This design comes from an exercise in tuning for small area, a short achievable clock period and few clock cycles per item on the open sky130 flow, not from production work. Where RTL was checked, it was by simulation tests only, not by an equivalence proof against the original. The RTL of run 3 was laid out without a check of its function. Power and IR drop assume default switching activity.

File: design/flow/run.sh
#!/bin/bash
# synth_recipe.tcl (not shown) runs the flow's synth.tcl, then flattens the netlist and writes it again
# the make line also repeats each setting of config.mk as NAME=value (left out here)
make -C /OpenROAD-flow-scripts/flow DESIGN_CONFIG=/design/flow/config.mk WORK_HOME=/design/flow/orfs CLKGATE_MAP_FILE= SYNTH_SCRIPT=/design/flow/synth_recipe.tcl finish
File: design/flow/config.mk
export PLATFORM = sky130hd
export DESIGN_NAME = bpe
export DESIGN_NICKNAME = bpe
export VERILOG_FILES = /design/flow/design.v
export SDC_FILE = /design/flow/constraint.sdc
export NUM_CORES = 4
export LEC_CHECK = 0
export CAP_MARGIN = 20
export CORE_MARGIN = 2
export CORE_UTILIZATION = 40
export SETUP_SLACK_MARGIN = 3.5
export SLEW_MARGIN = 20
File: design/flow/constraint.sdc
create_clock -name core_clock -period 10.0 [get_ports {clk}]
set_input_delay 2.0000 -clock core_clock [delete_from_list [all_inputs] [get_ports {clk}]]
set_output_delay 2.0000 -clock core_clock [all_outputs]
set_load 0.01 [all_outputs]
File: design/flow/design.v
module bpe_add #(parameter N = 32) (
    input  wire [N-1:0] a,
    input  wire [N-1:0] b,
    input  wire         ci,
    output wire [N-1:0] s,
    output wire         co
);
  localparam L = 6;           
  wire [N:0] g0 = {a & b, ci};
  wire [N:0] p0 = {a ^ b, 1'b0};
  wire [N:0] g [0:L];
  wire [N:0] p [0:L];
  assign g[0] = g0;
  assign p[0] = p0;
  genvar l, i;
  generate
    for (l = 0; l < L; l = l + 1) begin : g_lvl
      for (i = 0; i <= N; i = i + 1) begin : g_bit
        if ((i >> l) & 1) begin : g_node
          localparam integer J = ((i >> l) << l) - 1;
          assign g[l+1][i] = g[l][i] | (p[l][i] & g[l][J]);
          assign p[l+1][i] = p[l][i] & p[l][J];
        end else begin : g_pass
          assign g[l+1][i] = g[l][i];
          assign p[l+1][i] = p[l][i];
        end
      end
    end
  endgenerate
  assign s  = p0[N:1] ^ g[L][N-1:0];
  assign co = g[L][N];
endmodule
module bpe (
    input  wire        clk,
    input  wire        rst,
    input  wire        reg_req,
    input  wire        reg_we,
    input  wire [5:0]  reg_addr,
    input  wire [31:0] reg_wdata,
    output reg  [31:0] reg_rdata,
    output wire        reg_ack,
    output wire        mem_req,
    output wire        mem_we,
    output wire [31:0] mem_addr,
    output wire [7:0]  mem_wdata,
    input  wire [7:0]  mem_rdata,
    input  wire        mem_ack,
    output wire        irq
);
  reg        ie;
  reg        done;
  reg        ovr;
  reg [1:0]  err;            
  reg [31:0] cmd;
  reg [31:0] wdata;
  reg [31:0] rdata;
  reg [31:0] result;
  reg [31:0] sbase;
  reg [28:0] slen;
  reg [31:0] spos;
  reg [31:0] dbase;
  reg [28:0] dlen;
  reg [31:0] dpos;
  localparam [31:0] CFG = 32'h0000_2000;
  localparam [1:0] S_IDLE = 2'd0,    
                   S_FIN  = 2'd1,    
                   S_SRC  = 2'd2,    
                   S_DST  = 2'd3;    
  reg [1:0] state;
  reg [1:0] code;            
  reg [2:0] k;               
  reg [31:0] addr;           
  reg [4:0] coh;             
  reg       rdone;           
  reg [7:0] old;             
  reg [31:0] val;            
  reg [2:0] sh;              
  reg [2:0] nm1;             
  reg [2:0] tq;              
  reg       rd_first;        
  reg       rd_last;         
  wire busy   = (state != S_IDLE);
  wire in_src = (state == S_SRC);
  wire in_dst = (state == S_DST);
  wire [3:0] ra      = reg_addr[5:2];
  wire       host_wr = reg_req & reg_we;
  wire       accept  = host_wr & (ra == 4'd2) & ~busy;
  wire [3:0] op  = cmd[3:0];
  wire       ord = cmd[4];
  wire       adv = cmd[5];
  wire [5:0] w   = cmd[13:8];
  wire is_set  = (op == 4'd0);
  wire is_sset = (op == 4'd1);
  wire is_get  = (op == 4'd2);
  wire is_seq  = (op == 4'd1) | (op == 4'd4);
  wire is_copy = (op == 4'd5);
  wire [5:0]  w_eff = busy ? w : reg_wdata[13:8];
  wire [31:0] s_end, d_end;
  wire        s_end_c, d_end_c;
  bpe_add #(32) u_send (.a(spos), .b({26'b0, w_eff}), .ci(1'b0), .s(s_end), .co(s_end_c));
  bpe_add #(32) u_dend (.a(dpos), .b({26'b0, w_eff}), .ci(1'b0), .s(d_end), .co(d_end_c));
  wire        s_ge, d_ge;
  bpe_add #(33) u_sdif (.a({1'b0, slen, 3'b0}), .b(~{s_end_c, s_end}), .ci(1'b1), .s(), .co(s_ge));
  bpe_add #(33) u_ddif (.a({1'b0, dlen, 3'b0}), .b(~{d_end_c, d_end}), .ci(1'b1), .s(), .co(d_ge));
  wire        s_oob = ~s_ge;
  wire        d_oob = ~d_ge;
  wire [3:0] a_op      = reg_wdata[3:0];
  wire       a_illegal = (reg_wdata[7:6] != 2'b0) || (reg_wdata[31:14] != 18'b0) || (a_op > 4'd5);
  wire       a_wbad    = (reg_wdata[13:8] > 6'd32);
  wire       a_w0      = (reg_wdata[13:8] == 6'd0);
  wire       a_src     = (a_op == 4'd2) | (a_op == 4'd5);
  wire       a_dst     = (a_op != 4'd2);
  wire       a_oob     = (a_src & s_oob) | (a_dst & d_oob);
  wire [1:0] a_code    = a_illegal ? 2'd3 : a_wbad ? 2'd1 : a_w0 ? 2'd0 : a_oob ? 2'd2 : 2'd0;
  wire       a_go      = ~a_illegal & ~a_wbad & ~a_w0 & ~a_oob;
  wire [5:0] p_w   = busy ? w : reg_wdata[13:8];
  wire       p_ord = busy ? ord : reg_wdata[4];
  wire [3:0] p_op  = busy ? op : a_op;
  wire       p_seq = (p_op == 4'd1) | (p_op == 4'd4);
  wire       p_s   = ~busy & a_src;                 
  wire [2:0] p_lo  = p_s ? spos[2:0] : dpos[2:0];
  wire [5:0] p_lw  = {3'b0, p_lo} + p_w;            
  wire [5:0] p_lwm = p_lw - 6'd1;
  wire [2:0] p_nm1 = p_lwm[5:3];
  wire [2:0] p_de  = 3'd0 - p_lw[2:0];              
  wire [2:0] p_sh  = p_ord ? p_de : p_lo;
  wire [2:0] p_tq  = p_ord ? ~p_lo : p_lwm[2:0];
  wire       p_rd0 = (p_lo != 3'd0) | (~p_seq & (p_nm1 == 3'd0) & (p_lw != 6'd8));
  wire       p_rdl = ~p_seq & (p_nm1 != 3'd0) & (p_lw[2:0] != 3'd0);
  wire [4:0] p_coh = p_ord ? (5'd1 << p_nm1) : 5'd1;
  wire        a_inc  = busy & ~(in_src & klast);     
  wire [31:0] a_base = p_s ? sbase : dbase;
  wire [28:0] a_pos  = p_s ? spos[31:3] : dpos[31:3];
  wire [31:0] a_sum;
  bpe_add #(32) u_addr (.a(a_inc ? addr : a_base), .b(a_inc ? 32'b0 : {3'b0, a_pos}),
                        .ci(a_inc), .s(a_sum), .co());
  assign mem_addr = addr;
  wire kfirst = (k == 3'd0);
  wire klast  = (k == nm1);
  wire cfirst = coh[0];
  wire clast  = ord ? kfirst : klast;
  wire [7:0] gem, ltm, lowm;
  genvar gi;
  generate
    for (gi = 0; gi < 8; gi = gi + 1) begin : g_thr
      assign gem[gi]  = (gi[2:0] >= sh);
      assign ltm[gi]  = (gi[2:0] <= tq);
      assign lowm[gi] = (gi[2:0] <= ~sh);
    end
  endgenerate
  wire [15:0] rr  = {mem_rdata, mem_rdata} >> sh;
  wire [7:0]  rot = rr[7:0];                       
  wire [31:0] val_next;
  wire [31:0] tm;                                  
  generate
    for (gi = 0; gi < 32; gi = gi + 1) begin : g_val
      wire hit = (coh[gi / 8] & lowm[gi % 8]) | (coh[gi / 8 + 1] & ~lowm[gi % 8]);
      assign val_next[gi] = hit ? rot[gi % 8] : val[gi];
      assign tm[gi] = (gi < w);
    end
  endgenerate
  wire [31:0] vsrc = ({32{is_copy}} & val) | ({32{is_set | is_sset}} & wdata);
  wire [7:0]  lane_c = ({8{coh[0]}} & vsrc[7:0])   | ({8{coh[1]}} & vsrc[15:8]) |
                       ({8{coh[2]}} & vsrc[23:16]) | ({8{coh[3]}} & vsrc[31:24]);
  wire [7:0]  lane_p = ({8{coh[1]}} & vsrc[7:0])   | ({8{coh[2]}} & vsrc[15:8]) |
                       ({8{coh[3]}} & vsrc[23:16]) | ({8{coh[4]}} & vsrc[31:24]);
  wire [7:0]  pre = (lowm & lane_c) | (~lowm & lane_p);
  wire [15:0] ol  = {pre, pre} << sh;
  wire [7:0]  out = ol[15:8];                      
  wire [7:0] ge0 = {8{~cfirst}} | gem;             
  wire [7:0] ltw = {8{~clast}}  | ltm;             
  wire [7:0] fm  = ge0 & ltw;
  wire [7:0] keep = is_seq ? (ord ? ~ltw : ~ge0) : ~fm;
  wire [7:0] dnew = (fm & out) | (keep & old);
  wire       need_read = ~rdone & ((kfirst & rd_first) | (klast & rd_last));
  assign mem_req   = (in_src | in_dst) & ~rst;
  assign mem_we    = in_dst & ~need_read;
  assign mem_wdata = dnew;
  wire src_ack = in_src & mem_ack;
  wire dst_ack = in_dst & mem_ack;
  wire finish  = (state == S_FIN) | (src_ack & klast & is_get) | (dst_ack & ~need_read & klast);
  wire to_dst  = src_ack & klast & ~is_get;        
  wire step    = (src_ack & ~klast) | (dst_ack & ~need_read & ~klast);
  wire load_p  = accept | to_dst;
  assign reg_ack = reg_req & ~rst;
  assign irq     = ie & done;
  always @(*) begin
    case (ra)
      4'd0:    reg_rdata = {31'b0, ie};
      4'd1:    reg_rdata = {22'b0, err, 5'b0, ovr, done, busy};
      4'd2:    reg_rdata = cmd;
      4'd3:    reg_rdata = wdata;
      4'd4:    reg_rdata = rdata;
      4'd5:    reg_rdata = result;
      4'd6:    reg_rdata = sbase;
      4'd7:    reg_rdata = {3'b0, slen};
      4'd8:    reg_rdata = spos;
      4'd9:    reg_rdata = dbase;
      4'd10:   reg_rdata = {3'b0, dlen};
      4'd11:   reg_rdata = dpos;
      4'd12:   reg_rdata = CFG;
      default: reg_rdata = 32'b0;
    endcase
  end
  wire [31:0] wd_m = reg_wdata & {32{~rst}};
  wire        idle_wr = host_wr & ~busy;
  wire        fin_ok  = finish & (code == 2'd0) & ~rst;
  wire        eng     = busy & ~rst;            
  always @(posedge clk) begin
    if (rst | (host_wr & (ra == 4'd0)))  ie    <= wd_m[0];
    if (rst | (accept))                  cmd   <= wd_m;
    if (rst | (idle_wr & (ra == 4'd3)))  wdata <= wd_m;
    if (rst | (idle_wr & (ra == 4'd6)))  sbase <= wd_m;
    if (rst | (idle_wr & (ra == 4'd7)))  slen  <= wd_m[28:0];
    if (rst | (idle_wr & (ra == 4'd9)))  dbase <= wd_m;
    if (rst | (idle_wr & (ra == 4'd10))) dlen  <= wd_m[28:0];
    if (rst | (idle_wr & (ra == 4'd8)) | (fin_ok & adv & (is_get | is_copy)))
      spos <= eng ? s_end : wd_m;
    if (rst | (idle_wr & (ra == 4'd11)) | (fin_ok & adv & ~is_get))
      dpos <= eng ? d_end : wd_m;
    if (rst | (fin_ok & is_get))
      rdata <= val_next & tm & {32{~rst}};
    if (rst | fin_ok)
      result <= ({32{~rst & is_get}} & s_end) |
                ({32{~rst & is_copy}} & {26'b0, w}) |
                ({32{~rst & ~is_get & ~is_copy}} & d_end);
    if (src_ack) val <= val_next;
    if (dst_ack & need_read) old <= mem_rdata;
    if (load_p | step) addr <= a_sum;
    if (load_p) begin
      sh       <= p_sh;
      nm1      <= p_nm1;
      tq       <= p_tq;
      rd_first <= p_rd0;
      rd_last  <= p_rdl;
    end
  end
  always @(posedge clk) begin
    if (rst) begin
      done   <= 1'b0;
      ovr    <= 1'b0;
      err    <= 2'd0;
      state  <= S_IDLE;
      code   <= 2'd0;
      k      <= 3'd0;
      coh    <= 5'd0;
      rdone  <= 1'b0;
    end else begin
      if (host_wr) begin
        case (ra)
          4'd1: begin
            if (reg_wdata[1]) done <= 1'b0;
            if (reg_wdata[2]) ovr  <= 1'b0;
          end
          4'd2: begin
            if (busy) ovr <= 1'b1;
            else begin
              done  <= 1'b0;
              err   <= 2'd0;
              code  <= a_code;
              state <= a_go ? (a_src ? S_SRC : S_DST) : S_FIN;
            end
          end
          4'd3, 4'd6, 4'd7, 4'd8, 4'd9, 4'd10, 4'd11:
            if (busy) ovr <= 1'b1;
          default: ;
        endcase
      end
      if (load_p) begin
        k     <= 3'd0;
        coh   <= p_coh;
        rdone <= 1'b0;
      end
      if (to_dst) state <= S_DST;
      if (dst_ack & need_read) rdone <= 1'b1;
      if (step) begin
        k     <= k + 3'd1;
        coh   <= ord ? {1'b0, coh[4:1]} : {coh[3:0], 1'b0};
        rdone <= 1'b0;
      end
      if (finish) begin
        state <= S_IDLE;
        done  <= 1'b1;
        err   <= code;
      end
    end
  end
endmodule
==> impl_metrics.py, run 1 <==
metrics = {
    "power_and_ir_drop": {
        "combPwrFrac_pct": 16.0,
        "clkPwrFrac_pct": 37.4,
        "p_sw_share_pct": 28.3,
        "total_leakage_power_uw": 0.0104,
        "fin_total_pwr_uw": 4540,
        "intPower_uw": 3250,
        "power_density_mw_per_mm2": 161,
        "switching_power_uw": 1280,
        "seq_power_share_pct": 46.6,
        "vdd_drop_max_v": 0.000124,
    },
    "setup_path": {
        "critPathLaunchType": "register",
        "path_delay_family": "buffers and inverters",
        "setup.worst_path.end_class": "output pin",
        "path_max_fanout": 19,
        "crit_arrival_ns": 4.41,
        "cpPeakStageDelay_ns": 0.91,
        "crit_chain": "inv_1 > nor2_1 > a32oi_1 > a21oi_1 > o31ai_1 > mux2i_1 > mux2i_1 > mux2_2 > o221ai_1 > clkdlybuf4s50_1",
        "cp.required_ns": 8.00,
        "critPathBufInv": 2,
        "cpMostUsedCell": "mux2i_1",
        "critPathKind": "register to output pin",
        "slowest_stage": "dfxtp_1",
        "r2r_setup_slack_ns": 4.13,
    },
    "route": {
        "drcViolationCount": 0,
        "wl_met2_um": 42500,
        "wl_um": 94400,
        "first_pass_iters": 7,
        "vias": 20600,
        "wl_per_cell_um": 30.0,
        "ant_nets": 0,
        "top_layer": "met4",
        "met3_wirelength_um": 10300,
        "drt-initial-drc-count": 2942,
        "avgViaCountPerCell": 6.54,
        "wl_met1_um": 37500,
    },
    "outcome": {
        "status": "finished clean",
    },
    "cts": {
        "cts_tree": "done",
        "clock_sinks": 415,
        "h-tree-depth": 2,
        "cts_buffer_depth": 3,
        "cts_buffers": 47,
        "cts_root_buf": "clkbuf_16",
        "clock_latency_ns": 0.61,
        "clk_pin_slew_ns": 0.05,
    },
    "final_layout": {
        "area_growth_pct": 16.5,
        "fin_nets": 2502,
        "layout-drive-gt1-share_pct": 10.7,
        "fin_util_pct": 47.0,
        "fin_area_mm2": 0.0282,
    },
    "logic_synthesis": {
        "synth_top_family_by_area": "compound AO/OA/AOI/OAI gates",
        "ys_warn_count": 3,
        "muxShareOfSynthArea_pct": 4.62,
        "synthArstFlopShare_pct": 0,
        "syn-mean-instance-area_um2": 10.9,
        "synth_cell_types": 95,
        "synth-edff-count": 398,
        "synth_xor_area_share_pct": 3.42,
        "ys_ff_latch": 415,
        "synth_ff_type": "edfxtp_1",
        "yosysSeqAreaShare_pct": 50.7,
        "syn_area_mm2": 0.0242,
        "postSynthNetCount": 2397,
        "synth_cells": 2226,
        "synth-compound-area-share_pct": 18.4,
        "synthAdderAreaFrac_pct": 6.47,
        "synthSimpleGateAreaFrac_pct": 13.2,
    },
    "floorplanning": {
        "die_height_um": 250,
        "dieArea_mm2": 0.0626,
        "chipWidth_um": 250,
        "num_io_pins": 127,
        "start_util_pct": 40.3,
        "rows": 90,
        "core_mm2": 0.0601,
    },
    "timing": {
        "setup_violations": 0,
        "slew_headroom_pct": 25.5,
        "drv_slew": 0,
        "period_share_pct": 64.1,
        "fin_crit_ns": 6.41,
        "finalHoldViolCount": 0,
        "fmax_mhz": 156,
        "tightestPinTransition_ns": 1.11,
        "rsz0062_at_grt": "yes",
        "fin_skew_ns": 0.0393,
        "final.setup.tns_ns": 0,
        "whs_ns": 0.497,
    },
    "placement": {
        "port_buffers": 124,
        "detailed_place.area_mm2": 0.0264,
        "hpwl_um": 65500,
        "routabilityCongestion": 0.980,
    },
    "global_route": {
        "grt_max_degree": 71,
        "overflow": 0,
        "antenna_found_initial": 2,
        "grt_pass1_wl_um": 136000,
        "grt_pass1_vias": 19800,
        "grt_usage_pct": 29.5,
    },
    "worst_hold_path": {
        "hp-class": "register to register",
    },
    "flow_run": {
        "cap_violations": 0,
    },
}
-- layout by cell type, fill, tap and decap left out, drive strengths merged, types with 7 or more instances in the layout --
cell type | synthesis | layout
mux2 | 41 | 41
o21bai | 9 | 9
and2 | 15 | 15
nand2 | 252 | 252
a21boi | 8 | 8
nor3 | 29 | 29
nand2b | 7 | 7
xor2 | 38 | 38
fa | 9 | 9
clkdlybuf4s50 | 0 | 115
a221oi | 37 | 37
and4 | 10 | 10
a21o | 38 | 38
o21a | 10 | 10
o21ai | 76 | 76
nand4 | 45 | 45
clkinv | 1 | 16
a31oi | 35 | 35
mux2i | 53 | 53
a22oi | 117 | 117
nand3 | 58 | 58
o22ai | 39 | 39
nor2b | 45 | 45
o31ai | 9 | 9
or2 | 8 | 8
edfxtp | 398 | 398
clkbuf | 102 | 64
ha | 111 | 111
a32oi | 9 | 9
a22o | 33 | 33
dfxtp | 17 | 17
a211oi | 12 | 12
xnor2 | 55 | 55
nor2 | 118 | 118
buf | 29 | 62
and3 | 40 | 40
inv | 63 | 63
a21oi | 159 | 159
o211ai | 8 | 8
-- metrics by stage --
| stage | setup slack, ns | cells |
|---|---|---|
| finish | 3.59 | 3148 |
| global route | 3.48 | 3147 |
| CTS | 3.48 | 3144 |
| detailed placement | 2.14 | 3048 |
| global placement | 2.19 | 3047 |
| floorplan | 2.85 | 2226 |
-- registers in the layout (all words and copies together) (netlist names), 32 cells and up --
signal and cells:
addr 32, rdata 32, val 32, dpos 32, spos 32, wdata 32, cmd 32, sbase 32
result 32, dbase 32
-- logic make-up (layout without fill, tap and decap cells) --
group / Yosys count / count (layout)
adders and majority gates: 120 / 120
AOI/OAI and AO/OA: 646 / 646
muxes: 99 / 99
DFF: 415 / 415
other: 0 / 1
buffers and inverters: 195 / 334
and+or+nand+nor: 658 / 658
xor gates and xnor gates: 93 / 93
-- worst min-delay path, delay by kind of cell, from the launching register on --
kind / cells / cell delay [ns]
buf+inv: 1 / 0.07
flops: 1 / 0.31
compound gates: 1 / 0.07
-- cells in the mapped netlist (all sizes together) (29+ instances only) --
library cell | count | area share [%]
mux2 | 41 | 1.9
and3 | 40 | 1.0
nor2 | 118 | 1.8
clkbuf | 102 | 1.6
nand2 | 252 | 3.9
nand4 | 45 | 1.2
a21oi | 159 | 3.4
a31oi | 35 | 0.90
a21o | 38 | 1.2
o21ai | 76 | 1.6
nand3 | 58 | 1.2
edfxtp | 398 | 49
a22oi | 117 | 3.6
xor2 | 38 | 1.4
a221oi | 37 | 1.4
a22o | 33 | 1.2
nor3 | 29 | 0.69
mux2i | 53 | 2.3
nor2b | 45 | 1.2
ha | 111 | 5.7
buf | 29 | 0.59
xnor2 | 55 | 2.0
o22ai | 39 | 1.0
inv | 63 | 0.98
-- path summary, 6_finish.rpt --
path,start,cells past startpoint,end
max,coh[3],10,mem_wdata[0]
min reg2reg,code[0],2,code[0]
max reg2reg,state[0],21,state[0]
min,code[0],2,code[0]
-- repair_timing --
action | CTS | global route
buffers inserted | 13 | 3
setup endpoints to repair | 59 | 29
hold buffers | 0 | 0
gates cloned | 0 | 0
pin swaps | 5 | 2
gates resized for setup | 47 | 17
-- layer usage --
metal	track usage (%)	up-vias
met3	5.71	248
met2	46.0	1452
met5	0	-
li1	-	8784
met4	11.8	0
met1	40.4	10100
-- power groups by stage --
| stage | clock (uW) | combinational, uW | sequential, uW |
|---|---|---|---|
| finish | 1700 | 728 | 2110 |
| global route | 1760 | 780 | 2120 |
| CTS | 1700 | 712 | 2110 |
| detailed placement | 0 | 692 | 2140 |
| global placement | 0 | 682 | 2140 |
| floorplan | 0 | 436 | 2100 |
-- layout make-up --
class,instances,area (um^2)
sequential,415,12300
fill,5493,31900
multi-input combinational,1616,11400
clock inverter,22,209
antenna,1,2.50
inverter,64,240
timing repair buffer,187,1840
tap,782,978
clock buffer,61,1250
Testbench counts, summed over its fixed seeds: cycles 39,462, commands 2,400.
==> run 2, diff against run 1 <==
--- a/design/flow/config.mk
+++ b/design/flow/config.mk
@@ -10,3 +10,3 @@
 export CORE_UTILIZATION = 40
-export SETUP_SLACK_MARGIN = 3.5
+export SETUP_SLACK_MARGIN = 4.5
 export SLEW_MARGIN = 20
==> impl_metrics.py, run 2 <==
metrics = {
    "timing": {
        "fmax_mhz": 181,
        "setup_violations": 0,
        "final.setup.tns_ns": 0,
        "slew_headroom_pct": 16.6,
        "finalHoldViolCount": 0,
        "tightestPinTransition_ns": 1.24,
        "drv_slew": 0,
        "period_share_pct": 55.2,
        "fin_skew_ns": 0.0362,
        "rsz0062_at_grt": "yes",
        "fin_crit_ns": 5.52,
    },
    "power_and_ir_drop": {
        "power_density_mw_per_mm2": 152,
        "clkPwrFrac_pct": 36.4,
        "total_leakage_power_uw": 0.0115,
        "combPwrFrac_pct": 18.0,
        "seq_power_share_pct": 45.6,
        "switching_power_uw": 1370,
        "intPower_uw": 3280,
        "p_sw_share_pct": 29.4,
        "fin_total_pwr_uw": 4640,
        "vdd_drop_max_v": 0.000124,
    },
    "route": {
        "avgViaCountPerCell": 6.59,
        "drt-initial-drc-count": 3120,
        "first_pass_iters": 5,
        "vias": 21600,
        "drcViolationCount": 0,
        "wl_um": 103000,
        "ant_nets": 0,
        "wl_per_cell_um": 31.2,
    },
    "global_route": {
        "antenna_found_initial": 4,
        "grt_pass1_wl_um": 143000,
        "grt_pass1_vias": 20400,
        "overflow": 0,
        "grt_max_degree": 54,
        "grt_usage_pct": 31.3,
    },
    "setup_path": {
        "critPathLaunchType": "input pin",
        "r2r_setup_slack_ns": 4.55,
        "crit_chain": "buf_12 > nand2b_4 > nor3_4 > buf_12 > buf_8 > buf_16 > buf_12 > a222oi_1 > nand3_1 > buf_2",
        "cpMostUsedCell": "buf_12",
        "cp.required_ns": 8.00,
        "setup.worst_path.end_class": "output pin",
        "path_max_fanout": 7,
        "crit_arrival_ns": 3.52,
        "critPathKind": "input pin to output pin",
        "slowest_stage": "a222oi_1",
        "critical_path.startpoint": "reg_addr[2]",
        "cpPeakStageDelay_ns": 0.30,
        "r2r_start": "state[0]",
        "r2r_cells": 22,
        "r2r_end": "state[0]",
    },
    "outcome": {
        "status": "finished clean",
    },
    "placement": {
        "hpwl_um": 65100,
        "routabilityCongestion": 0.946,
        "port_buffers": 124,
    },
    "logic_synthesis": {
        "synth_area_leaders": "edfxtp_1 (49%), ha_1 (5.7%), nand2_1 (3.9%)",
        "synth_cells": 2226,
        "syn_area_mm2": 0.0242,
        "syn-mean-instance-area_um2": 10.9,
        "synth_top_area_cell": "edfxtp_1",
        "ys_warn_count": 3,
        "synth_top_area_share_pct": 49.3,
        "synthArstFlopShare_pct": 0,
        "yosysMostFrequentCell": "edfxtp_1",
        "synth-edff-count": 398,
        "ys_ff_latch": 415,
        "synth_cell_types": 95,
        "synth_common_cells": "edfxtp_1 (398), nand2_1 (252), a21oi_1 (155), nor2_1 (118), a22oi_1 (117)",
        "yosysSeqAreaShare_pct": 50.7,
        "synth_ff_type": "edfxtp_1",
        "postSynthNetCount": 2397,
    },
    "cts": {
        "ctsHoldBuffers": 0,
        "h-tree-depth": 2,
        "clk_pin_slew_ns": 0.06,
        "cts_buffers": 48,
        "clock_latency_ns": 0.62,
        "cts_buffer_depth": 3,
        "cts_root_buf": "clkbuf_16",
        "clock_sinks": 415,
        "cts_tree": "done",
    },
    "worst_hold_path": {
        "min_path_cells": 2,
        "min_from": "code[0]",
        "hp-class": "register to register",
        "min_to": "code[0]",
    },
    "final_layout": {
        "layout-drive-gt1-share_pct": 22.9,
        "nFillCells": 5313,
        "area_growth_pct": 26.3,
        "final_common_cell": "edfxtp_1",
        "fin_nets": 2638,
        "most-common-layout-cells": "edfxtp_1 (398), nand2_1 (236), a21oi_1 (143), buf_4 (143), a22oi_1 (108)",
    },
    "floorplanning": {
        "chipWidth_um": 250,
        "die_height_um": 250,
        "core_mm2": 0.0601,
        "rows": 90,
        "start_util_pct": 40.3,
        "dieArea_mm2": 0.0626,
        "num_io_pins": 127,
    },
    "flow_run": {
        "cap_violations": 0,
    },
}
[run 2: logic make-up after synthesis]
group / share of synthesized area (%)
adders and majority gates: 6.47
AOI/OAI and AO/OA: 18.4
muxes: 4.62
xor gates and xnor gates: 3.42
DFF: 50.7
buffers and inverters: 3.16
and+or+nand+nor: 13.2
[run 2: final cells by class]
| class | count | area [um^2] | share of cell area [%] |
|---|---|---|---|
| diodes | 5 | 12.5 | 0.0408 |
| clock buffers | 56 | 1250 | 4.09 |
| clock inverters | 25 | 180 | 0.588 |
| inverters | 64 | 251 | 0.821 |
| multi-input cells | 1619 | 12500 | 40.6 |
| flip-flops and latches | 415 | 12300 | 40.2 |
| well taps | 782 | 978 | 3.19 |
| repair buffers | 319 | 3200 | 10.5 |
[run 2: routing by layer]
layer / vias to the layer above / wire length, um / global-route usage, %
met5: - / 0 / 0
met4: 0 / 6250 / 15.6
met3: 335 / 12300 / 6.81
met2: 1586 / 45000 / 48.1
met1: 10600 / 38900 / 41.8
li1: 9085 / - / -
[run 2: power groups by stage]
stage	clock (uW)	combinational [uW]	sequential, uW
2_1_floorplan	0	441	2100
3_3_place_gp	0	692	2140
3_5_place_dp	0	704	2140
4_1_cts	1690	788	2110
5_1_grt	1750	889	2120
6_report	1690	837	2120
[run 2: worst max-delay path by stage]
stage	endpoint	slack, ns	cells after the start
4_1_cts	reg_rdata[9]	4.36	10
3_3_place_gp	addr[31]	2.32	18
3_5_place_dp	addr[31]	2.32	18
2_1_floorplan	reg_rdata[8]	4.50	8
6_report	reg_rdata[1]	4.48	10
5_1_grt	state[1]	4.41	22
[run 2: worst max-delay path: cells and delay by family]
family,cells,cell delay [ns]
AO/OA/AOI/OAI,1,0.30
buffers and inverters,6,0.83
AND/OR/NAND/NOR,3,0.39
[run 2: per-stage QoR]
| step | instance area (um^2) | hold slack, ns | setup slack [ns] | utilization, % | instances |
|---|---|---|---|---|---|
| after floorplan | 24400 | 0.456 | 4.50 | - | 2226 |
| after global placement | 26500 | 0.481 | 2.32 | 44.0 | 3049 |
| after detailed placement | 26500 | 0.493 | 2.32 | 44.0 | 3049 |
| after CTS | 29900 | 0.503 | 4.36 | 49.7 | 3237 |
| after global routing | 30600 | 0.525 | 4.41 | 50.9 | 3280 |
| final | 30600 | 0.507 | 4.48 | 50.9 | 3285 |
[run 2: repair_timing]
item | CTS | global route
endpoints found under the setup margin | 81 | 55
resized for setup | 390 | 103
pin swaps | 84 | 79
setup buffers | 95 | 38
gates cloned | 12 | 5
hold endpoints to repair | 0 | 0
==> run 3, diff against run 2 <==
--- a/design/flow/design.v
+++ b/design/flow/design.v
@@ -7,3 +7,3 @@
 );
-  localparam L = 6;           
+  localparam L = $clog2(N + 1);
   wire [N:0] g0 = {a & b, ci};
==> impl_metrics.py, run 3 <==
metrics = {
    "outcome": {
        "status": "finished clean",
    },
    "final_layout": {
        "fin_nets": 2638,
        "final_common_cell": "edfxtp_1",
        "most-common-layout-cells": "edfxtp_1 (398), nand2_1 (236), a21oi_1 (143), buf_4 (143), a22oi_1 (108)",
        "area_growth_pct": 26.3,
        "layout-drive-gt1-share_pct": 22.9,
    },
    "floorplanning": {
        "chipWidth_um": 250,
        "start_util_pct": 40.3,
        "dieArea_mm2": 0.0626,
        "core_mm2": 0.0601,
        "die_height_um": 250,
        "rows": 90,
        "num_io_pins": 127,
    },
    "timing": {
        "final.setup.tns_ns": 0,
        "setup_violations": 0,
        "fin_crit_ns": 5.52,
        "whs_ns": 0.507,
        "slew_headroom_pct": 16.6,
        "rsz0062_at_grt": "yes",
        "tightestPinTransition_ns": 1.24,
        "drv_slew": 0,
        "fin_skew_ns": 0.0362,
        "period_share_pct": 55.2,
        "fmax_mhz": 181,
        "finalHoldViolCount": 0,
    },
    "logic_synthesis": {
        "yosysSeqAreaShare_pct": 50.7,
        "synth_cell_types": 95,
        "ys_ff_latch": 415,
        "synth_area_leaders": "edfxtp_1 (49%), ha_1 (5.7%), nand2_1 (3.9%)",
        "postSynthNetCount": 2397,
        "syn_area_mm2": 0.0242,
        "synthArstFlopShare_pct": 0,
        "ys_warn_count": 3,
        "synth_top_area_cell": "edfxtp_1",
        "synth_ff_type": "edfxtp_1",
        "synth-edff-count": 398,
        "synth_top_area_share_pct": 49.3,
        "yosysMostFrequentCell": "edfxtp_1",
        "synth_cells": 2226,
        "syn-mean-instance-area_um2": 10.9,
        "synth_common_cells": "edfxtp_1 (398), nand2_1 (252), a21oi_1 (155), nor2_1 (118), a22oi_1 (117)",
    },
    "global_route": {
        "gr-usage-met2_pct": 48.1,
        "antenna_found_initial": 4,
        "grt_pass1_vias": 20400,
        "overflow": 0,
        "grt_util_met1_pct": 41.8,
        "busiest_layer": "met2",
        "grt_max_degree": 54,
        "grt_usage_pct": 31.3,
        "grtUsageMet3_pct": 6.81,
        "grt_pass1_wl_um": 143000,
    },
    "placement": {
        "port_buffers": 124,
        "routabilityCongestion": 0.946,
        "hpwl_um": 65100,
    },
    "route": {
        "first_pass_iters": 5,
        "drcViolationCount": 0,
        "wl_per_cell_um": 31.2,
        "wl_um": 103000,
        "ant_nets": 0,
        "drt-initial-drc-count": 3120,
        "vias": 21600,
        "avgViaCountPerCell": 6.59,
    },
    "power_and_ir_drop": {
        "fin_total_pwr_uw": 4640,
        "total_leakage_power_uw": 0.0115,
        "intPower_uw": 3280,
        "vdd_drop_max_v": 0.000124,
        "switching_power_uw": 1370,
        "p_sw_share_pct": 29.4,
        "combPwrFrac_pct": 18.0,
        "power_density_mw_per_mm2": 152,
        "seq_power_share_pct": 45.6,
        "clkPwrFrac_pct": 36.4,
    },
    "setup_path": {
        "setup.worst_path.end_class": "output pin",
        "crit_arrival_ns": 3.52,
        "cp.required_ns": 8.00,
        "path_max_fanout": 7,
        "critPathLaunchType": "input pin",
        "critPathKind": "input pin to output pin",
    },
    "cts": {
        "cts_buffer_depth": 3,
        "clk_pin_slew_ns": 0.06,
        "cts_buffers": 48,
        "cts_tree": "done",
        "clock_latency_ns": 0.62,
        "clock_sinks": 415,
        "h-tree-depth": 2,
        "cts_root_buf": "clkbuf_16",
    },
    "worst_hold_path": {
        "hp-class": "register to register",
    },
    "flow_run": {
        "cap_violations": 0,
    },
}
## run 3: cell counts after synthesis
No cell type changed its count.
## run 3: through the flow
stage                     util [%]  instance area, um^2  setup WS (ns)  std cells
after floorplan                  -                24400           4.50       2226
after global placement        44.0                26500           2.32       3049
after detailed placement      44.0                26500           2.32       3049
after CTS                     49.7                29900           4.36       3237
after global routing          50.9                30600           4.41       3280
final                         50.9                30600           4.48       3285
## run 3: power by group through the flow
stage               Sequential [uW]  Combinational, uW  Clock, uW
finish                         2120                837       1690
global route                   2120                889       1750
floorplan                      2100                441          0
detailed placement             2140                704          0
global placement               2140                692          0
CTS                            2110                788       1690
## run 3: critical path, stage by stage
cell	delay (ns)
buf_12	0.09
nand2b_4	0.16
nor3_4	0.06
buf_12	0.13
buf_8	0.13
buf_16	0.16
buf_12	0.14
a222oi_1	0.30
nand3_1	0.17
buf_2	0.18
## run 3: metal layers
layer  up-vias  wire, um
met5         -         0
met4         0      6250
li1       9085         -
met1     10600     38900
met3       335     12300
met2      1586     45000
## run 3: final cells by class
type / count / area [um^2]
clock buffer: 56 / 1250
inverter: 64 / 251
tap: 782 / 978
antenna: 5 / 12.5
fill: 5313 / 29500
sequential: 415 / 12300
timing repair buffer: 319 / 3200
clock inverter: 25 / 180
multi-input combinational: 1619 / 12500
## run 3: final timing paths
path,to,from,slack (ns),cells after the start
hold reg to reg,code[0],code[0],0.51,2
hold / removal,code[0],code[0],0.51,2
setup reg to reg,state[0],state[0],4.55,22
setup / recovery,reg_rdata[1],reg_addr[2],4.48,10
## run 3: repair_timing
item                       4_1_cts  5_1_grt
pin swaps                       84       79
buffers inserted                95       38
setup endpoints to repair       81       55
resized for setup              390      103
hold buffers                     0        0
cloned                          12        5
## run 3: cell families after synthesis
kind of cell | Yosys count | synth area share, %
XOR/XNOR | 93 | 3.42
AND/OR/NAND/NOR | 658 | 13.2
multiplexers | 99 | 4.62
AO/OA/AOI/OAI | 646 | 18.4
adder cells (fa/ha/maj) | 120 | 6.47
flip-flops | 415 | 50.7
buffers and inverters | 195 | 3.16
==> run 4, diff against run 3 <==
--- a/design/flow/design.v
+++ b/design/flow/design.v
@@ -7,3 +7,3 @@
 );
-  localparam L = $clog2(N + 1);
+  localparam L = 6;           
   wire [N:0] g0 = {a & b, ci};
==> design/flow/flow/run.sh (new file) <==
#!/bin/bash
# The standard layout, with plain buffers (not delay cells) on the ports.
set -euo pipefail
bash standard.sh BUFFER_PORTS_ARGS="-buffer_cell sky130_fd_sc_hd__buf_2" finish > flow_make.log 2>&1
==> design/flow/standard.sh (new file) <==
#!/bin/bash
# synth_recipe.tcl (not shown) runs the flow's synth.tcl, then flattens the netlist and writes it again
# the make line also repeats each setting of config.mk as NAME=value (left out here)
make -C /OpenROAD-flow-scripts/flow DESIGN_CONFIG=/design/flow/config.mk WORK_HOME=/design/flow/orfs CLKGATE_MAP_FILE= SYNTH_SCRIPT=/design/flow/synth_recipe.tcl "${@:-finish}"
--- a/design/flow/config.mk
+++ b/design/flow/config.mk
@@ -7,6 +7,8 @@
 export LEC_CHECK = 0
-export CAP_MARGIN = 20
+export CAP_MARGIN = 5
 export CORE_MARGIN = 2
-export CORE_UTILIZATION = 40
+export CORE_UTILIZATION = 50
+export CTS_CLUSTER_DIAMETER = 80
+export CTS_CLUSTER_SIZE = 20
 export SETUP_SLACK_MARGIN = 4.5
-export SLEW_MARGIN = 20
+export SLEW_MARGIN = 5
removed: design/flow/run.sh
==> impl_metrics.py, run 4 <==
metrics = {
    "logic_synthesis": {
        "synthAdderAreaFrac_pct": 6.47,
        "synth-edff-count": 398,
        "synth_common_cells": "edfxtp_1 (398), nand2_1 (252), a21oi_1 (155), nor2_1 (118), a22oi_1 (117)",
        "synth_top_area_cell": "edfxtp_1",
        "yosysSeqAreaShare_pct": 50.7,
        "synth_cell_types": 95,
        "synth_top_area_share_pct": 49.3,
        "synthArstFlopShare_pct": 0,
        "ys_ff_latch": 415,
        "yosysMostFrequentCell": "edfxtp_1",
        "muxShareOfSynthArea_pct": 4.62,
        "synth_xor_area_share_pct": 3.42,
        "synthSimpleGateAreaFrac_pct": 13.2,
        "synth-compound-area-share_pct": 18.4,
        "synth_area_leaders": "edfxtp_1 (49%), ha_1 (5.7%), nand2_1 (3.9%)",
        "ys_warn_count": 3,
        "synth_ff_type": "edfxtp_1",
        "postSynthNetCount": 2397,
        "syn-mean-instance-area_um2": 10.9,
        "synth_cells": 2226,
        "synth_top_family_by_area": "compound AO/OA/AOI/OAI gates",
        "syn_area_mm2": 0.0242,
    },
    "final_layout": {
        "instances_no_fill": 3012,
        "final_common_cell": "edfxtp_1",
        "layout-drive-gt1-share_pct": 21.2,
        "most-common-layout-cells": "edfxtp_1 (398), nand2_1 (237), a21oi_1 (146)",
        "area_growth_pct": 17.5,
        "fin_nets": 2550,
        "nFillCells": 4059,
        "multiInputGateArea_mm2": 0.0121,
        "seqCellArea_mm2": 0.0123,
    },
    "floorplanning": {
        "num_io_pins": 127,
        "core_mm2": 0.0478,
        "rows": 80,
        "start_util_pct": 50.7,
        "chipWidth_um": 224,
        "dieArea_mm2": 0.0503,
        "die_height_um": 224,
    },
    "route": {
        "ant_nets": 0,
        "wl_um": 97400,
        "wl_per_cell_um": 32.3,
        "first_pass_iters": 6,
        "drcViolationCount": 0,
        "drt-initial-drc-count": 3351,
        "vias": 21100,
        "avgViaCountPerCell": 7.00,
    },
    "timing": {
        "fin_skew_ns": 0.0248,
        "setup_violations": 0,
        "setup_ws_ns": 4.35,
        "period_share_pct": 56.5,
        "final.setup.tns_ns": 0,
        "fin_crit_ns": 5.65,
        "fmax_mhz": 177,
        "finalHoldViolCount": 0,
        "rsz0062_at_grt": "yes",
        "tightestPinTransition_ns": 1.19,
        "drv_slew": 0,
        "slew_headroom_pct": 20.3,
    },
    "setup_path": {
        "cpMostUsedCell": "a21o_1",
        "crit_arrival_ns": 6.19,
        "critPathLaunchType": "input pin",
        "critPathKind": "input pin to register",
        "cpPeakStageDelay_ns": 0.41,
        "cp.required_ns": 10.54,
        "setup.worst_path.end_class": "register",
        "r2r_setup_slack_ns": 4.48,
        "path_max_fanout": 8,
        "slowest_stage": "a221o_1",
        "crit_chain": "buf_2 > mux2i_4 > inv_2 > ha_1 > a21oi_2 > o21bai_4 > and2_4 > nand3_4 > xor2_2 > ha_1 > a21o_1 > a21o_1 > a21o_1 > a21o_1 > a221o_1 > a21oi_2 > a311oi_4 > buf_6 > and4_1 > a211oi_2",
    },
    "placement": {
        "port_buffers": 124,
        "dpl_worst_slack_ns": 2.69,
        "routabilityCongestion": 0.949,
        "hpwl_um": 63600,
        "placed_cells": 2881,
    },
    "cts": {
        "cts_buffers": 28,
        "clock_latency_ns": 0.62,
        "cts_buffer_depth": 3,
        "h-tree-depth": 1,
        "cts_root_buf": "clkbuf_16",
        "ctsHoldBuffers": 0,
        "cts_tree": "done",
        "clock_sinks": 415,
        "clk_pin_slew_ns": 0.09,
    },
    "outcome": {
        "status": "finished clean",
    },
    "flow_run": {
        "cap_violations": 0,
    },
    "global_route": {
        "overflow": 0,
        "grt_pass1_vias": 20100,
        "antenna_found_initial": 0,
        "grt_usage_pct": 37.5,
        "grt_max_degree": 50,
        "grt_pass1_wl_um": 137000,
    },
    "power_and_ir_drop": {
        "vdd_drop_max_v": 0.000117,
        "total_leakage_power_uw": 0.0108,
        "power_density_mw_per_mm2": 147,
    },
    "worst_hold_path": {
        "hp-class": "register to register",
    },
}
-- run 4: cell counts after synthesis --
Identical to the previous run, type by type.
-- run 4: path summary, 6_finish.rpt --
| path | startpoint | depth (start not counted) | endpoint |
|---|---|---|---|
| worst max-delay path | reg_wdata[12] | 20 | state[0] |
| worst min-delay path | code[0] | 2 | code[0] |
| worst max register to register | state[1] | 22 | state[0] |
| worst min register to register | code[0] | 2 | code[0] |
-- run 4: routing by layer --
layer  up-vias  global-route usage (%)  share of wire [%]
met1     10400                    52.1                 39
met5         -                       0                  0
met4         0                    14.9                4.8
met3       267                    7.73                 12
li1       8884                       -                  -
met2      1558                    57.7                 44
-- run 4: metrics by stage --
stage | total power, uW | util [%] | area (um^2) | hold slack, ns
finish | 4180 | 59.5 | 28500 | 0.509
global route | 4280 | 59.5 | 28500 | 0.551
global placement | 2800 | 53.6 | 25700 | 0.480
floorplan | 2540 | - | 24400 | 0.456
CTS | 4110 | 57.8 | 27700 | 0.504
detailed placement | 2810 | 53.6 | 25700 | 0.492
-- run 4: worst max-delay path: cells and delay by family --
family,cells,cell delay (ns)
AND/OR/NAND/NOR,3,0.61
multiplexers,1,0.25
XOR/XNOR,1,0.16
adder cells (fa/ha/maj),2,0.66
AO/OA/AOI/OAI,10,2.00
buffers and inverters,3,0.47
-- run 4: where the power goes --
group | switching, uW | total (uW) | leakage, uW | internal (uW)
clock | 660 | 1290 | 0.000454 | 626
combinational | 483 | 777 | 0.00621 | 295
sequential | 92.0 | 2110 | 0.00410 | 2020
-- run 4: cells by family (layout without fill, tap and decap cells) --
family / Yosys count / after routing
XOR/XNOR: 93 / 93
other: 0 / 1
multiplexers: 99 / 99
buffers and inverters: 195 / 362
AND/OR/NAND/NOR: 658 / 661
adder cells (fa/ha/maj): 120 / 120
AO/OA/AOI/OAI: 646 / 646
flip-flops: 415 / 415
-- run 4: final cells by class --
| class | instances | area share (%) |
|---|---|---|
| Sequential cell | 415 | 43.2 |
| Clock buffer | 35 | 2.66 |
| Tap cell | 615 | 2.70 |
| Multi-Input combinational cell | 1619 | 42.6 |
| Antenna cell | 1 | 0.00879 |
| Inverter | 64 | 0.879 |
| Clock inverter | 12 | 0.646 |
| Timing Repair Buffer | 251 | 7.38 |
-- run 4: repair_timing --
item,CTS,global route
setup endpoints to repair,69,39
hold endpoints to repair,0,0
pin swaps,33,53
gates cloned,5,5
buffers inserted,40,33
resized for setup,132,75
Testbench counts of run 4, summed over its fixed seeds: cycles 39,462, commands 2,400.
==> run 5, diff against run 4 <==
--- a/design/flow/config.mk
+++ b/design/flow/config.mk
@@ -12,3 +12,3 @@
 export CTS_CLUSTER_SIZE = 20
-export SETUP_SLACK_MARGIN = 4.5
+export SETUP_SLACK_MARGIN = 4.7
 export SLEW_MARGIN = 5
==> impl_metrics.py, run 5 <==
metrics = {
    "timing": {
        "slew_headroom_pct": 21.7,
        "fin_crit_ns": 5.68,
        "rsz0062_at_grt": "yes",
        "tightestPinTransition_ns": 1.17,
        "setup_violations": 0,
        "drv_slew": 0,
        "fmax_mhz": 176,
        "final.setup.tns_ns": 0,
        "period_share_pct": 56.8,
        "finalHoldViolCount": 0,
        "setup_ws_ns": 4.32,
        "fin_skew_ns": 0.0230,
    },
    "route": {
        "ant_nets": 0,
        "drcViolationCount": 0,
        "wl_um": 106000,
        "avgViaCountPerCell": 7.03,
        "wl_per_cell_um": 33.9,
        "first_pass_iters": 6,
        "vias": 22000,
        "drt-initial-drc-count": 3562,
    },
    "cts": {
        "h-tree-depth": 1,
        "clk_pin_slew_ns": 0.09,
        "clock_latency_ns": 0.62,
        "cts_buffers": 27,
        "cts_tree": "done",
        "clock_sinks": 415,
        "cts_root_buf": "clkbuf_16",
        "ctsHoldBuffers": 0,
        "cts_buffer_depth": 3,
    },
    "flow_run": {
        "cap_violations": 0,
    },
    "global_route": {
        "overflow": 0,
        "grt_usage_pct": 38.6,
        "grt_pass1_wl_um": 141000,
        "grt_max_degree": 58,
        "antenna_found_initial": 4,
        "grt_pass1_vias": 20300,
    },
    "logic_synthesis": {
        "synth_cell_types": 95,
        "synth-edff-count": 398,
        "yosysSeqAreaShare_pct": 50.7,
        "synth_top_area_share_pct": 49.3,
        "yosysMostFrequentCell": "edfxtp_1",
        "ys_ff_latch": 415,
        "synth_cells": 2226,
        "syn_area_mm2": 0.0242,
        "syn-mean-instance-area_um2": 10.9,
        "synth_common_cells": "edfxtp_1 (398), nand2_1 (252), a21oi_1 (155), nor2_1 (118), a22oi_1 (117)",
        "postSynthNetCount": 2397,
        "ys_warn_count": 3,
        "synth_ff_type": "edfxtp_1",
        "synthArstFlopShare_pct": 0,
        "synth_top_area_cell": "edfxtp_1",
        "synth_area_leaders": "edfxtp_1 (49%), ha_1 (5.7%), nand2_1 (3.9%)",
    },
    "outcome": {
        "status": "finished clean",
    },
    "power_and_ir_drop": {
        "fin_total_pwr_uw": 4170,
        "total_leakage_power_uw": 0.0117,
        "power_density_mw_per_mm2": 136,
        "vdd_drop_max_v": 0.000130,
    },
    "setup_path": {
        "cp.required_ns": 10.50,
        "slowest_stage": "and2_4",
        "setup.worst_path.end_class": "register",
        "critPathBufInv": 3,
        "critPathLaunchType": "input pin",
        "path_max_fanout": 5,
        "crit_arrival_ns": 6.18,
        "cpPeakStageDelay_ns": 0.33,
        "critPathKind": "input pin to register",
        "crit_chain": "buf_12 > nand2_4 > nand2_4 > ha_4 > a21o_1 > a21oi_4 > o21bai_1 > a21oi_2 > buf_6 > o21bai_4 > and2_4 > and3_1 > xnor2_1 > ha_1 > nand3_1 > nor2_2 > o2111ai_2 > a31oi_4 > o2111ai_4 > a311oi_4 > buf_6 > o211ai_1 > and2_1",
        "path_delay_family": "compound AO/OA/AOI/OAI gates",
    },
    "final_layout": {
        "most-common-layout-cells": "edfxtp_1 (398), nand2_1 (231), buf_4 (161)",
        "layout-drive-gt1-share_pct": 28.6,
        "nFillCells": 3736,
        "area_growth_pct": 26.4,
        "fin_nets": 2670,
        "fin_area_mm2": 0.0306,
        "final_common_cell": "edfxtp_1",
        "instances_no_fill": 3131,
    },
    "placement": {
        "hpwl_um": 64400,
        "dpl_worst_slack_ns": 2.41,
        "detailed_place.area_mm2": 0.0257,
        "placed_cells": 2878,
        "routabilityCongestion": 0.933,
        "port_buffers": 124,
    },
    "floorplanning": {
        "dieArea_mm2": 0.0503,
        "start_util_pct": 50.7,
        "num_io_pins": 127,
        "core_mm2": 0.0478,
        "chipWidth_um": 224,
        "die_height_um": 224,
        "rows": 80,
    },
    "worst_hold_path": {
        "hp-class": "register to register",
    },
}
## run 5: timing repair
| action | 4_1_cts | 5_1_grt |
|---|---|---|
| pin swaps | 71 | 115 |
| buffers inserted | 74 | 104 |
| gates resized for setup | 206 | 190 |
| gates cloned | 12 | 17 |
| endpoints found under the setup margin | 72 | 54 |
## run 5: worst paths after layout
path	startpoint	end	slack [ns]	cells past startpoint
worst max-delay path	reg_wdata[9]	code[1]	4.32	23
worst min-delay path	k[2]	k[2]	0.53	2
worst max register to register	state[0]	code[1]	4.47	25
worst min register to register	k[2]	k[2]	0.53	2
## run 5: layer usage
metal	share of wire (%)	global-route usage, %	vias to the layer above	wire, um
met3	14	8.13	370	14600
met5	0.032	0	-	34
met4	6.5	18.3	6	6870
met2	42	58.0	1707	45100
li1	-	-	9143	-
met1	37	53.6	10800	39500
## run 5: per-stage QoR
step | utilization (%) | hold WS (ns)
floorplan | - | 0.456
global placement | 53.7 | 0.483
detailed placement | 53.7 | 0.508
CTS | 59.3 | 0.521
global route | 64.0 | 0.538
finish | 64.1 | 0.529
## run 5: cell families (layout without fill, tap and decap cells)
kind of cell | Yosys count | count (layout) | share of synthesized area, %
simple gates | 658 | 663 | 13.2
compound gates | 646 | 646 | 18.4
flops | 415 | 415 | 50.7
buf+inv | 195 | 479 | 3.16
fa+ha+maj | 120 | 120 | 6.47
mux | 99 | 99 | 4.62
xor+xnor | 93 | 93 | 3.42
other cells | 0 | 1 | 0
## run 5: area by class of cell
type | instances | area (um^2) | area share (%)
Antenna cell | 1 | 2.50 | 0.00817
Clock buffer | 35 | 716 | 2.34
Clock inverter | 10 | 83.8 | 0.274
Inverter | 64 | 264 | 0.861
Multi-Input combinational cell | 1621 | 12900 | 42.0
Sequential cell | 415 | 12300 | 40.2
Tap cell | 615 | 769 | 2.51
Timing Repair Buffer | 370 | 3630 | 11.8
## run 5: report_power, final
part,internal (uW),switching (uW)
Combinational,361,526
Clock,517,653
Sequential,2020,98.2
## run 5: worst reg2reg max path: cells and delay by family (launching register included)
kind | cells | cell delay [ns]
xor gates and xnor gates | 1 | 0.12
DFF | 1 | 0.38
and+or+nand+nor | 8 | 1.62
AOI/OAI and AO/OA | 10 | 1.91
buffers and inverters | 4 | 0.91
adders and majority gates | 2 | 0.47
==> run 6, diff against run 5 <==
--- a/design/flow/config.mk
+++ b/design/flow/config.mk
@@ -12,3 +12,3 @@
 export CTS_CLUSTER_SIZE = 20
-export SETUP_SLACK_MARGIN = 4.7
+export SETUP_SLACK_MARGIN = 4.2
 export SLEW_MARGIN = 5
==> impl_metrics.py, run 6 <==
metrics = {
    "outcome": {
        "status": "finished clean",
    },
    "final_layout": {
        "instances_no_fill": 2959,
        "fin_nets": 2494,
        "layout-drive-gt1-share_pct": 16.8,
        "final_common_cell": "edfxtp_1",
        "fin_util_pct": 56.7,
        "area_growth_pct": 11.8,
        "most-common-layout-cells": "edfxtp_1 (398), nand2_1 (244), a21oi_1 (151)",
    },
    "setup_path": {
        "cp.required_ns": 8.00,
        "crit_arrival_ns": 3.79,
        "path_max_fanout": 34,
        "critPathKind": "input pin to output pin",
        "critPathLaunchType": "input pin",
        "setup.worst_path.end_class": "output pin",
    },
    "logic_synthesis": {
        "synth_cell_types": 95,
        "synth_top_area_cell": "edfxtp_1",
        "synth_ff_type": "edfxtp_1",
        "yosysMostFrequentCell": "edfxtp_1",
        "ys_warn_count": 3,
        "synth_common_cells": "edfxtp_1 (398), nand2_1 (252), a21oi_1 (155), nor2_1 (118), a22oi_1 (117)",
        "syn_area_mm2": 0.0242,
        "synth_area_leaders": "edfxtp_1 (49%), ha_1 (5.7%), nand2_1 (3.9%)",
        "postSynthNetCount": 2397,
        "ys_ff_latch": 415,
        "yosysSeqAreaShare_pct": 50.7,
        "syn-mean-instance-area_um2": 10.9,
        "synthArstFlopShare_pct": 0,
        "synth_cells": 2226,
        "synth-edff-count": 398,
        "synth_top_area_share_pct": 49.3,
    },
    "route": {
        "vias": 20400,
        "wl_um": 93300,
        "drcViolationCount": 0,
        "first_pass_iters": 6,
        "wl_per_cell_um": 31.5,
        "ant_nets": 0,
        "avgViaCountPerCell": 6.91,
        "drt-initial-drc-count": 2780,
    },
    "placement": {
        "port_buffers": 124,
        "routabilityCongestion": 0.973,
        "hpwl_um": 65000,
        "placed_cells": 2883,
    },
    "floorplanning": {
        "dieArea_mm2": 0.0503,
        "core_mm2": 0.0478,
        "chipWidth_um": 224,
        "num_io_pins": 127,
        "rows": 80,
        "start_util_pct": 50.7,
        "die_height_um": 224,
    },
    "global_route": {
        "grt_usage_pct": 36.5,
        "grt_pass1_wl_um": 134000,
        "gr-usage-met2_pct": 56.0,
        "grt_max_degree": 57,
        "overflow": 0,
        "grt_pass1_vias": 19900,
        "grt_util_met1_pct": 51.0,
        "grtUsageMet3_pct": 7.28,
        "busiest_layer": "met2",
        "antenna_found_initial": 3,
    },
    "worst_hold_path": {
        "hp-class": "register to register",
    },
    "cts": {
        "cts_root_buf": "clkbuf_16",
        "clock_latency_ns": 0.61,
        "ctsHoldBuffers": 0,
        "cts_buffer_depth": 3,
        "h-tree-depth": 1,
        "cts_tree": "done",
        "clock_sinks": 415,
        "clk_pin_slew_ns": 0.08,
        "cts_buffers": 28,
    },
    "power_and_ir_drop": {
        "total_leakage_power_uw": 0.0103,
        "vdd_drop_max_v": 0.000112,
        "power_density_mw_per_mm2": 151,
    },
    "timing": {
        "fin_skew_ns": 0.0225,
        "period_share_pct": 57.9,
        "setup_violations": 0,
        "tightestPinTransition_ns": 1.00,
        "slew_headroom_pct": 32.6,
        "fin_crit_ns": 5.79,
        "final.setup.tns_ns": 0,
        "drv_slew": 0,
        "finalHoldViolCount": 0,
        "rsz0062_at_grt": "yes",
        "fmax_mhz": 173,
    },
    "flow_run": {
        "cap_violations": 0,
    },
}
## run 6: cell counts after synthesis
Identical to the previous run, type by type.
## run 6: final cells by class
class,instances,area [um^2]
timing repair buffer,197,1280
clock inverter,12,113
clock buffer,38,833
tap,615,769
multi-input combinational,1617,11600
fill,4117,20700
sequential,415,12300
antenna,1,2.50
inverter,64,244
## run 6: timing repair
action	CTS	global route
hold endpoints to repair	0	0
pin swaps	7	10
cloned	1	0
buffers inserted	14	10
gates resized for setup	39	41
endpoints found under the setup margin	59	37
## run 6: worst max-delay path, cell delays in order
cell      delay, ns
buf_2          0.15
nand2b_1       0.22
nor3_2         0.15
buf_6          0.43
a22oi_1        0.26
and4_1         0.28
nand2_1        0.12
buf_2          0.15
## run 6: power breakdown
group          total [uW]  switching, uW  internal, uW
clock network        1270            651           622
logic                 719            460           258
registers            2110           88.1          2020
total                4100           1200          2900
## run 6: cell families (layout without fill, tap and decap cells)
logic type / after synthesis / in the layout / synth area share (%)
compound gates: 646 / 646 / 18.4
xor+xnor: 93 / 93 / 3.42
fa+ha+maj: 120 / 120 / 6.47
buf+inv: 195 / 311 / 3.16
flops: 415 / 415 / 50.7
mux: 99 / 99 / 4.62
other cells: 0 / 1 / 0
simple gates: 658 / 659 / 13.2
## run 6: metal layers
| metal | wire [um] | vias to the layer above | part of all wire, % |
|---|---|---|---|
| li1 | - | 8758 | - |
| met1 | 37500 | 10000 | 40 |
| met2 | 40700 | 1359 | 44 |
| met3 | 10500 | 273 | 11 |
| met4 | 4660 | 2 | 5.0 |
| met5 | 13 | - | 0.014 |
## run 6: per-stage QoR
step                hold WS (ns)  total power (uW)  instance area, um^2  setup WS [ns]
global placement           0.483              2800                25600           2.92
detailed placement         0.494              2810                25600           2.80
finish                     0.522              4100                27100           4.21
floorplan                  0.456              2530                24300           3.70
global route               0.551              4210                27100           4.14
CTS                        0.506              4070                26900           4.20
## run 6: final timing paths
check	from	end	slack, ns	cells past startpoint
worst min register to register	code[0]	code[0]	0.52	2
worst max register to register	state[1]	state[1]	4.42	23
worst max-delay path	reg_addr[2]	reg_rdata[2]	4.21	8
worst min-delay path	code[0]	code[0]	0.52	2
==> run 7, diff against run 6 <==
--- a/design/flow/config.mk
+++ b/design/flow/config.mk
@@ -12,2 +12,3 @@
 export CTS_CLUSTER_SIZE = 20
+export PLACE_DENSITY = 0.7
 export SETUP_SLACK_MARGIN = 4.2
==> impl_metrics.py, run 7 <==
metrics = {
    "floorplanning": {
        "die_height_um": 224,
        "core_mm2": 0.0478,
        "start_util_pct": 50.7,
        "dieArea_mm2": 0.0503,
        "num_io_pins": 127,
        "chipWidth_um": 224,
        "rows": 80,
    },
    "logic_synthesis": {
        "synth_cells": 2226,
        "synth_ff_type": "edfxtp_1",
        "syn_area_mm2": 0.0242,
        "synth_area_leaders": "edfxtp_1 (49%), ha_1 (5.7%), nand2_1 (3.9%)",
        "ys_warn_count": 3,
        "ys_ff_latch": 415,
        "synth_cell_types": 95,
        "synth_top_area_cell": "edfxtp_1",
        "yosysSeqAreaShare_pct": 50.7,
        "synth-edff-count": 398,
        "synth_top_area_share_pct": 49.3,
        "syn-mean-instance-area_um2": 10.9,
        "postSynthNetCount": 2397,
        "synthArstFlopShare_pct": 0,
        "yosysMostFrequentCell": "edfxtp_1",
        "synth_common_cells": "edfxtp_1 (398), nand2_1 (252), a21oi_1 (155), nor2_1 (118), a22oi_1 (117)",
    },
    "power_and_ir_drop": {
        "total_leakage_power_uw": 0.0102,
        "fin_total_pwr_uw": 4100,
        "power_density_mw_per_mm2": 151,
        "vdd_drop_max_v": 0.000126,
    },
    "setup_path": {
        "crit_chain": "buf_2 > nand2_2 > nand2_4 > ha_1 > a21o_1 > a21oi_2 > o21bai_1 > a21oi_2 > o21bai_4 > and2_1 > ha_1 > xnor2_1 > ha_1 > a21oi_1 > o21ai_1 > a211oi_2 > o41ai_2 > a211o_1 > and4_1 > a211oi_1",
        "critPathKind": "input pin to register",
        "cp.required_ns": 10.51,
        "cp.depth": 20,
        "slowest_stage": "xnor2_1",
        "cpPeakStageDelay_ns": 0.35,
        "critPathBufInv": 1,
        "cpMostUsedCell": "ha_1",
        "crit_arrival_ns": 6.28,
        "critPathLaunchType": "input pin",
        "path_delay_family": "compound AO/OA/AOI/OAI gates",
        "path_max_fanout": 6,
        "r2r_cells": 20,
        "setup.worst_path.end_class": "register",
    },
    "cts": {
        "ctsHoldBuffers": 0,
        "cts_buffer_depth": 3,
        "cts_root_buf": "clkbuf_16",
        "cts_buffers": 28,
        "cts_tree": "done",
        "clock_latency_ns": 0.61,
        "clock_sinks": 415,
        "clk_pin_slew_ns": 0.09,
        "h-tree-depth": 1,
    },
    "timing": {
        "whs_ns": 0.495,
        "slew_headroom_pct": 26.2,
        "fin_crit_ns": 5.77,
        "tightestPinTransition_ns": 1.10,
        "period_share_pct": 57.7,
        "finalHoldViolCount": 0,
        "rsz0062_at_grt": "yes",
        "drv_slew": 0,
        "fin_skew_ns": 0.0225,
        "final.setup.tns_ns": 0,
        "fmax_mhz": 173,
        "setup_violations": 0,
    },
    "final_layout": {
        "layout-drive-gt1-share_pct": 17.0,
        "area_growth_pct": 12.0,
        "nFillCells": 4095,
        "fin_area_mm2": 0.0272,
        "fin_util_pct": 56.8,
        "num_antenna_cells": 0,
        "fin_nets": 2499,
        "final_common_cell": "edfxtp_1",
        "most-common-layout-cells": "edfxtp_1 (398), nand2_1 (246), a21oi_1 (148)",
    },
    "placement": {
        "detailed_place.area_mm2": 0.0255,
        "routabilityCongestion": 0.995,
        "port_buffers": 124,
        "hpwl_um": 61700,
    },
    "worst_hold_path": {
        "hp-class": "register to register",
        "min_path_cells": 2,
    },
    "global_route": {
        "grt_pass1_wl_um": 130000,
        "grt_usage_pct": 35.0,
        "grt_max_degree": 73,
        "antenna_found_initial": 1,
        "grt_pass1_vias": 19800,
        "overflow": 0,
    },
    "route": {
        "wl_per_cell_um": 30.3,
        "ant_nets": 0,
        "wl_um": 89800,
        "drcViolationCount": 0,
        "vias": 20800,
        "avgViaCountPerCell": 7.02,
        "first_pass_iters": 6,
        "drt-initial-drc-count": 3135,
    },
    "outcome": {
        "status": "finished clean",
    },
    "flow_run": {
        "cap_violations": 0,
    },
}
run 7: cell count changes in the layout (fill, tap and decap cells not counted), moves of 3 or more:
cell       previous run  this run
clkbuf_1              5        12
buf_4                59        65
a21oi_1             151       148
buf_12                5         2
buf_6                 6         9
clkbuf_16            32        29
clkbuf_8              3         0
run 7: timing repair:
item	in CTS	in global routing
pin swaps	5	16
gates cloned	2	1
setup buffers	8	24
setup endpoints to repair	45	32
gates resized for setup	40	45
run 7: final timing paths:
path | slack (ns) | endpoint | start
hold reg to reg | 0.50 | done | done
hold / removal | 0.50 | done | done
setup / recovery | 4.23 | state[0] | reg_wdata[9]
setup reg to reg | 4.24 | state[0] | state[0]
run 7: report_power, final:
part           leakage (uW)  internal [uW]  switching [uW]
Clock              0.000436            606             666
Sequential          0.00410           2020            86.3
Combinational       0.00571            260             458
Total                0.0102           2890            1210
run 7: worst min-delay path, delay by kind of cell, from the launching register on:
kind / cells / cell delay, ns
AO/OA/AOI/OAI: 1 / 0.06
flip-flops: 1 / 0.33
AND/OR/NAND/NOR: 1 / 0.06
run 7: final cells by class:
class / count / area (um^2) / share of cell area, %
Multi-Input combinational cell: 1619 / 11700 / 42.9
Tap cell: 615 / 769 / 2.83
Sequential cell: 415 / 12300 / 45.3
Clock inverter: 11 / 160 / 0.590
Timing Repair Buffer: 200 / 1260 / 4.64
Inverter: 64 / 244 / 0.898
Clock buffer: 41 / 771 / 2.84
run 7: cell families after synthesis:
group,share of synthesized area [%]
compound gates,18.4
xor+xnor,3.42
fa+ha+maj,6.47
buf+inv,3.16
flops,50.7
mux,4.62
simple gates,13.2
run 7: routing by layer:
layer | track usage (%) | vias to the layer above | wire length (um)
met5 | 0 | - | 0
met4 | 15.4 | 0 | 4320
met3 | 6.52 | 283 | 11800
met2 | 53.7 | 1654 | 39800
met1 | 48.8 | 10100 | 33800
li1 | - | 8761 | -
run 7: metrics by stage:
| stage | cells | setup WS (ns) |
|---|---|---|
| 3_5_place_dp | 2878 | 2.74 |
| 2_1_floorplan | 2226 | 3.70 |
| 5_1_grt | 2965 | 4.15 |
| 4_1_cts | 2940 | 4.15 |
| 3_3_place_gp | 2878 | 2.72 |
| 6_report | 2965 | 4.23 |

re-timing with driven ports:
The flow's constraints put no driver on any port. The routed layouts listed below were extracted and timed again, unchanged, in two steps. Step 1, drivers: a clkbuf_16 drives clk and a buf_2 each remaining input, both assumed. Step 2 adds t to the input delays and takes it off the output delays; t is the mean of the earliest and latest rising clock arrival at the registers after step 1. Input paths then give back, and output paths get back, about the clock's delay inside the block. Three values: no drivers, after step 1, after step 2; two values: the first two.
| run | shift t [ns] | slack for setup (ns) | latest minus earliest clock arrival (ns) |
|---|---|---|---|
| run 1 | 0.653 | 3.587 / 3.528 / 2.965 | 0.040 / 0.040 |
| run 2 | 0.669 | 4.475 / 4.414 / 3.827 | 0.036 / 0.036 |
| run 3 | 0.669 | 4.475 / 4.414 / 3.827 | 0.036 / 0.036 |
| run 4 | 0.669 | 4.347 / 4.363 / 3.694 | 0.025 / 0.025 |
| run 5 | 0.670 | 4.321 / 4.343 / 3.673 | 0.031 / 0.030 |
| run 6 | 0.657 | 4.212 / 4.159 / 3.642 | 0.022 / 0.023 |
| run 7 | 0.655 | 4.233 / 4.210 / 3.614 | 0.022 / 0.023 |
After both steps every run listed still meets setup and hold. For run 4, which loses most, drivers alone change the setup slack by +0.016 ns; drivers and shift together by -0.653 ns.
